Source: an optimization exercise on an open RTL-to-GDS flow (aim: small area, a short achievable clock period and few clock cycles per item). Production flows keep margins and buffers that such runs may drop. In this exercise RTL edits were held to simulation tests only and were not proved equivalent to the original. Power and IR drop assume default switching activity.

==> flow/design.v <==
module emu_cpu (
    input  wire        clk,
    input  wire        rst,
    input  wire        tick,
    input  wire        warm,
    output wire        busy,
    output reg         done,
    output reg         mem_re,
    output reg         mem_we,
    output reg  [15:0] mem_addr,
    output reg  [7:0]  mem_wdata,
    input  wire [7:0]  mem_rdata,
    output reg  [15:0] pc,
    output reg  [7:0]  a,
    output reg  [7:0]  p,
    output reg         halted,
    output reg  [31:0] total_cycles
);
    localparam [15:0] BOOT_PC      = 16'h8000;
    localparam [15:0] RESET_VECTOR = 16'hFFFC;
    localparam [10:0] CYCLE_BUDGET = 11'd1364;
    localparam [7:0] OP_LDA_IMM = 8'hA9,
                     OP_LDA_ABS = 8'hAD,
                     OP_STA_ABS = 8'h8D,
                     OP_JMP_ABS = 8'h4C,
                     OP_NOP     = 8'hEA,
                     OP_BRK     = 8'h00;
    localparam [4:0] S_IDLE  = 5'd0,
                     S_CHECK = 5'd1,    
                     S_F_OP  = 5'd2,    
                     S_D_OP  = 5'd3,    
                     S_F_IMM = 5'd4,
                     S_D_IMM = 5'd5,
                     S_F_LO  = 5'd6,
                     S_D_LO  = 5'd7,
                     S_F_HI  = 5'd8,
                     S_D_HI  = 5'd9,
                     S_F_DAT = 5'd10,
                     S_D_DAT = 5'd11,
                     S_STORE = 5'd12,
                     S_ACC   = 5'd13,   
                     S_FIN   = 5'd14,
                     S_W_LO  = 5'd15,   
                     S_W_HI  = 5'd16,   
                     S_W_PC  = 5'd17;   
    reg [4:0]  state;
    reg [7:0]  op;
    reg [7:0]  lo;
    reg [7:0]  hi;
    reg [2:0]  cost;
    reg [10:0] frame_cycles;
    assign busy = (state != S_IDLE);
    function [7:0] flags_for;
        input [7:0] pv;
        input [7:0] v;
        flags_for = (pv & 8'h7D) | ((v == 8'h00) ? 8'h02 : 8'h00) | (v & 8'h80);
    endfunction
    always @(*) begin
        mem_re    = 1'b0;
        mem_we    = 1'b0;
        mem_addr  = pc;
        mem_wdata = a;
        case (state)
            S_F_OP, S_F_IMM, S_F_LO, S_F_HI: mem_re = 1'b1;
            S_F_DAT: begin
                mem_re   = 1'b1;
                mem_addr = {hi, lo};
            end
            S_STORE: begin
                mem_we   = 1'b1;
                mem_addr = {hi, lo};
            end
            S_W_LO: begin
                mem_re   = 1'b1;
                mem_addr = RESET_VECTOR;
            end
            S_W_HI: begin
                mem_re   = 1'b1;
                mem_addr = RESET_VECTOR + 16'd1;
            end
            default: ;
        endcase
    end
    always @(posedge clk) begin
        if (rst) begin
            state        <= S_IDLE;
            done         <= 1'b0;
            pc           <= BOOT_PC;
            a            <= 8'h00;
            p            <= 8'h00;
            halted       <= 1'b0;
            total_cycles <= 32'd0;
        end else begin
            done <= 1'b0;
            case (state)
                S_IDLE: begin
                    if (tick) begin
                        frame_cycles <= 11'd0;
                        state        <= halted ? S_FIN : S_CHECK;
                    end else if (warm) begin
                        state <= S_W_LO;
                    end
                end
                S_CHECK: begin
                    if (frame_cycles < CYCLE_BUDGET && !halted)
                        state <= S_F_OP;
                    else
                        state <= S_FIN;
                end
                S_F_OP: state <= S_D_OP;
                S_D_OP: begin
                    op <= mem_rdata;
                    pc <= pc + 16'd1;
                    case (mem_rdata)
                        OP_LDA_IMM: state <= S_F_IMM;
                        OP_LDA_ABS,
                        OP_STA_ABS,
                        OP_JMP_ABS: state <= S_F_LO;
                        OP_NOP: begin
                            cost  <= 3'd2;
                            state <= S_ACC;
                        end
                        OP_BRK: begin
                            halted <= 1'b1;
                            cost   <= 3'd7;
                            state  <= S_ACC;
                        end
                        default: begin
                            cost  <= 3'd0;
                            state <= S_ACC;
                        end
                    endcase
                end
                S_F_IMM: state <= S_D_IMM;
                S_D_IMM: begin
                    a     <= mem_rdata;
                    p     <= flags_for(p, mem_rdata);
                    pc    <= pc + 16'd1;
                    cost  <= 3'd2;
                    state <= S_ACC;
                end
                S_F_LO: state <= S_D_LO;
                S_D_LO: begin
                    lo    <= mem_rdata;
                    pc    <= pc + 16'd1;
                    state <= S_F_HI;
                end
                S_F_HI: state <= S_D_HI;
                S_D_HI: begin
                    hi <= mem_rdata;
                    pc <= pc + 16'd1;
                    case (op)
                        OP_JMP_ABS: begin
                            pc    <= {mem_rdata, lo};
                            cost  <= 3'd3;
                            state <= S_ACC;
                        end
                        OP_LDA_ABS: state <= S_F_DAT;
                        default:    state <= S_STORE;
                    endcase
                end
                S_F_DAT: state <= S_D_DAT;
                S_D_DAT: begin
                    a     <= mem_rdata;
                    p     <= flags_for(p, mem_rdata);
                    cost  <= 3'd4;
                    state <= S_ACC;
                end
                S_STORE: begin
                    cost  <= 3'd4;
                    state <= S_ACC;
                end
                S_ACC: begin
                    frame_cycles <= frame_cycles + {8'd0, cost};
                    total_cycles <= total_cycles + {29'd0, cost};
                    state        <= S_CHECK;
                end
                S_W_LO: state <= S_W_HI;
                S_W_HI: begin
                    lo    <= mem_rdata;
                    state <= S_W_PC;
                end
                S_W_PC: begin
                    pc    <= {mem_rdata, lo};
                    state <= S_FIN;
                end
                S_FIN: begin
                    done  <= 1'b1;
                    state <= S_IDLE;
                end
                default: state <= S_IDLE;
            endcase
        end
    end
endmodule
==> flow/run.sh <==
#!/bin/bash
# synth_recipe.tcl (not shown) runs the flow's synth.tcl, then flattens the netlist and writes it again
# the make line also repeats each setting of config.mk as NAME=value (left out here)
make -C /OpenROAD-flow-scripts/flow DESIGN_CONFIG=/design/flow/config.mk WORK_HOME=/design/flow/orfs CLKGATE_MAP_FILE= SYNTH_SCRIPT=/design/flow/synth_recipe.tcl finish
==> flow/config.mk <==
export PLATFORM = sky130hd
export DESIGN_NAME = emu_cpu
export DESIGN_NICKNAME = emu_cpu
export VERILOG_FILES = /design/flow/design.v
export SDC_FILE = /design/flow/constraint.sdc
export NUM_CORES = 4
export LEC_CHECK = 0
export CAP_MARGIN = 20
export CORE_MARGIN = 2
export CORE_UTILIZATION = 40
export PLACE_DENSITY = 0.6
export SLEW_MARGIN = 20
==> flow/constraint.sdc <==
create_clock -name core_clock -period 5.0 [get_ports {clk}]
set_input_delay 1.0000 -clock core_clock [delete_from_list [all_inputs] [get_ports {clk}]]
set_output_delay 1.0000 -clock core_clock [all_outputs]
set_load 0.01 [all_outputs]
==> results.py <==
metrics = {
    "logic_synthesis": {
        "synth_edf_count": 38,
        "synth-seq-area-share_pct": 44.4,
        "synth_cells": 613,
        "yosysMostFrequentCell": "nor2_1",
        "synth_commonest_cells": "nor2_1 (69), dfxtp_1 (64), nand2_1 (60)",
        "ys_types": 59,
        "yosys-top-cells-area": "dfxtp_1 (23%), edfxtp_1 (21%), nor2_1 (4.7%)",
        "synth_top_area_share_pct": 23.5,
        "syn_area_sq_um": 5450,
        "synthArstFlopShare_pct": 0,
        "syn_area_per_cell_sq_um": 8.90,
        "ys_warn_count": 1,
        "synth-main-ff-cell": "dfxtp_1",
        "synth.ff_latch_count": 102,
        "yosysTopAreaCell": "dfxtp_1",
    },
    "cells_and_area": {
        "synthToLayoutAreaGrowth_pct": 24.8,
        "diodes": 0,
        "fin_nets": 705,
        "utilization_pct": 51.2,
        "drive_gt1_share_pct": 4.64,
        "fin_cells": 865,
    },
    "global_route": {
        "grt_pass1_wl_um": 23800,
        "gr-total-overflow": 0,
        "grt_max_degree": 58,
        "grt_pass1_vias": 4636,
        "grt.total_usage_pct": 20.6,
        "grt_antenna_before_repair": 0,
    },
    "clocking": {
        "post_cts_resized": 0,
        "cts-root-buf": "clkbuf_16",
        "path_clk_slew_ns": 0.07,
        "clock_path_buffers": 2,
        "clk_latency_ns": 0.35,
        "cts_hold_buffers": 0,
        "numCtsBuffers": 9,
        "cts_tree": "done",
        "cts.sink_count": 102,
        "htree_levels": 3,
        "postCtsSetupBuffers": 0,
    },
    "die": {
        "die_x_um": 121,
        "num_rows": 42,
        "die_y_um": 121,
        "io_pins": 105,
        "core_sq_um": 13300,
        "start_util_pct": 41.0,
        "dieArea_sq_um": 14600,
    },
    "route": {
        "drc": 0,
        "via_per_inst": 5.62,
        "dr_total_vias": 4858,
        "wl_per_cell_um": 17.0,
        "first_pass_iters": 5,
        "dr.first_iter.drc_count": 414,
        "ant_nets": 0,
        "wirelength_um": 14700,
    },
    "hold_path": {
        "hold_start": "total_cycles[31]",
        "holdPathEnd": "total_cycles[31]",
        "holdPathStages": 2,
        "worstHoldPathType": "reg2reg",
    },
    "timing": {
        "skew_ns": 0.00858,
        "tightest_slew_ns": 0.975,
        "slew_headroom_pct": 34.4,
        "slew_viol_final": 0,
        "fmax_mhz": 257,
        "rsz0062_at_grt": "no",
        "setup_violations": 0,
        "hold_ws_ns": 0.489,
        "totalNegativeSetupSlack_ns": 0,
        "fin_crit_sh_pct": 77.9,
        "fin_crit_ns": 3.89,
        "final_hold_viol_count": 0,
    },
    "placement": {
        "io_buffers": 98,
        "dp.cells": 849,
        "detailed_place_hpwl_um": 10200,
        "globalplace.congestion": 0.872,
    },
    "power_and_ir_drop": {
        "powerDensity_nw_per_um2": 365,
        "power_leakage_nw": 2.37,
        "vdd_drop_max_v": 0.000159,
        "total_power_mw": 2.48,
    },
    "status": {
        "outcome": "finished clean",
    },
    "setup_path": {
        "crit_chain": "nor2b_1, o211ai_1, nand3_1, nand3_1, clkdlybuf4s50_1",
        "critical_path_class": "reg2out",
        "end_kind": "primary output",
        "r2r-end": "total_cycles[30]",
        "cp_data_required_time_ns": 4.00,
        "cp_top_family": "compound AO/OA/AOI/OAI gates",
        "cp.arrival_ns": 2.89,
        "path_buf_inv": 1,
        "cpPeakStageDelay_ns": 0.79,
        "r2r_cells": 5,
        "worstSetupPathDepth": 5,
        "cpMaxStageDelayCell": "o211ai_1",
        "reg2reg_from": "state[3]",
        "startpoint_type": "register",
        "reg2reg_setup_slack_ns": 2.04,
        "cp_common_cell": "nand3_1",
        "crit_fanout": 19,
    },
    "run": {
        "maxCapViolCount": 0,
    },
}
==> worst max-delay path by stage <==
stage	startpoint	endpoint
2_1_floorplan	state[4]	mem_addr[14]
3_3_place_gp	state[1]	mem_addr[0]
3_5_place_dp	state[2]	mem_addr[0]
4_1_cts	state[2]	mem_addr[0]
5_1_grt	state[1]	mem_addr[0]
6_report	state[1]	mem_addr[0]
==> where the power goes <==
group	total, mW	internal [mW]	switching (mW)
sequential	1.05	0.927	0.122
clock	0.761	0.443	0.318
combinational	0.672	0.297	0.375
total	2.48	1.67	0.816
==> metal layers <==
metal / up-vias / share of wire, % / track usage, %
li1: 2337 / - / -
met2: 157 / 45 / 31.3
met1: 2343 / 47 / 29.3
met3: 21 / 6.3 / 4.72
met5: - / 0 / 0
met4: 0 / 1.5 / 6.10
==> worst register-to-register path, stage by stage, from the launching register on <==
cell,delay (ns)
dfxtp_1,0.83
and3b_1,0.40
nand4b_1,0.65
or2_2,0.57
or3_1,0.31
a21oi_1,0.14
==> logic make-up after synthesis <==
kind of cell	count (synthesis)	synth area share, %
other	1	0.0688
and+or+nand+nor	255	23.5
DFF	102	44.4
buffers and inverters	71	5.99
AOI/OAI and AO/OA	120	14.3
xor gates and xnor gates	33	5.30
adders and majority gates	9	2.34
muxes	22	4.04
==> layout make-up <==
type                    count  area (sq um)
fillers                  1268          6490
multi-input cells         445          2740
flip-flops and latches    102          2420
repair buffers            103          1010
clock buffers              10           229
well taps                 176           220
clock inverters             6          97.6
inverters                  23          86.3
==> stage by stage <==
stage,setup slack [ns],instance area [sq um]
after floorplan,2.26,5470
after global placement,1.55,6470
after detailed placement,1.47,6470
after CTS,1.09,6800
after global routing,0.867,6810
final,1.11,6810
==> registers in the layout (all words and copies together), names as in the netlist <==
register,cells
total_cycles,32
pc,16
frame_cycles,11
hi,8
lo,8
op,8
a,7
state,5
cost,3
p,2
done,1
halted,1
==> cell usage in the layout (no fill, tap or decap), drive strengths merged, types with 8 or more instances in the layout <==
cell           count
a21o               8
inv               22
a21oi             37
clkbuf            10
nor3              15
nand3             32
nor4              12
nand2             60
and3              13
o211ai            11
nor2              69
o32ai             10
dfxtp             64
clkdlybuf4s50     97
edfxtp            38
or3               12
mux2i             22
o21ai             21
xnor2             27
Testbench counts, summed over its fixed seeds: cycles 309,686, ticks 80.

-- afterwards: timing with drivers on the ports --
No port has a modelled driver above. Below, the same layout with a new extraction and two added sets of constraints. Step 1, drivers: a clkbuf_16 drives clk and a buf_2 each remaining input, both assumed. Step 2 adds t to the input delays and takes it off the output delays; t is the mean of the earliest and latest rising clock arrival at the registers after step 1. Input paths then give back, and output paths get back, about the clock's delay inside the block. Three values: ideal, step 1, step 2; two values: the first two.
t, ns: 0.390
setup WS [ns]: 1.107 / 1.065 / 1.454
latest minus earliest clock arrival (ns): 0.009 / 0.009
worst slew at a driven data input, ns: 0.03
pins driven straight from the clock port: 1
After both steps this run still meets setup and hold. The setup slack of this run moves by -0.042 ns with the drivers and by +0.347 ns with both steps.
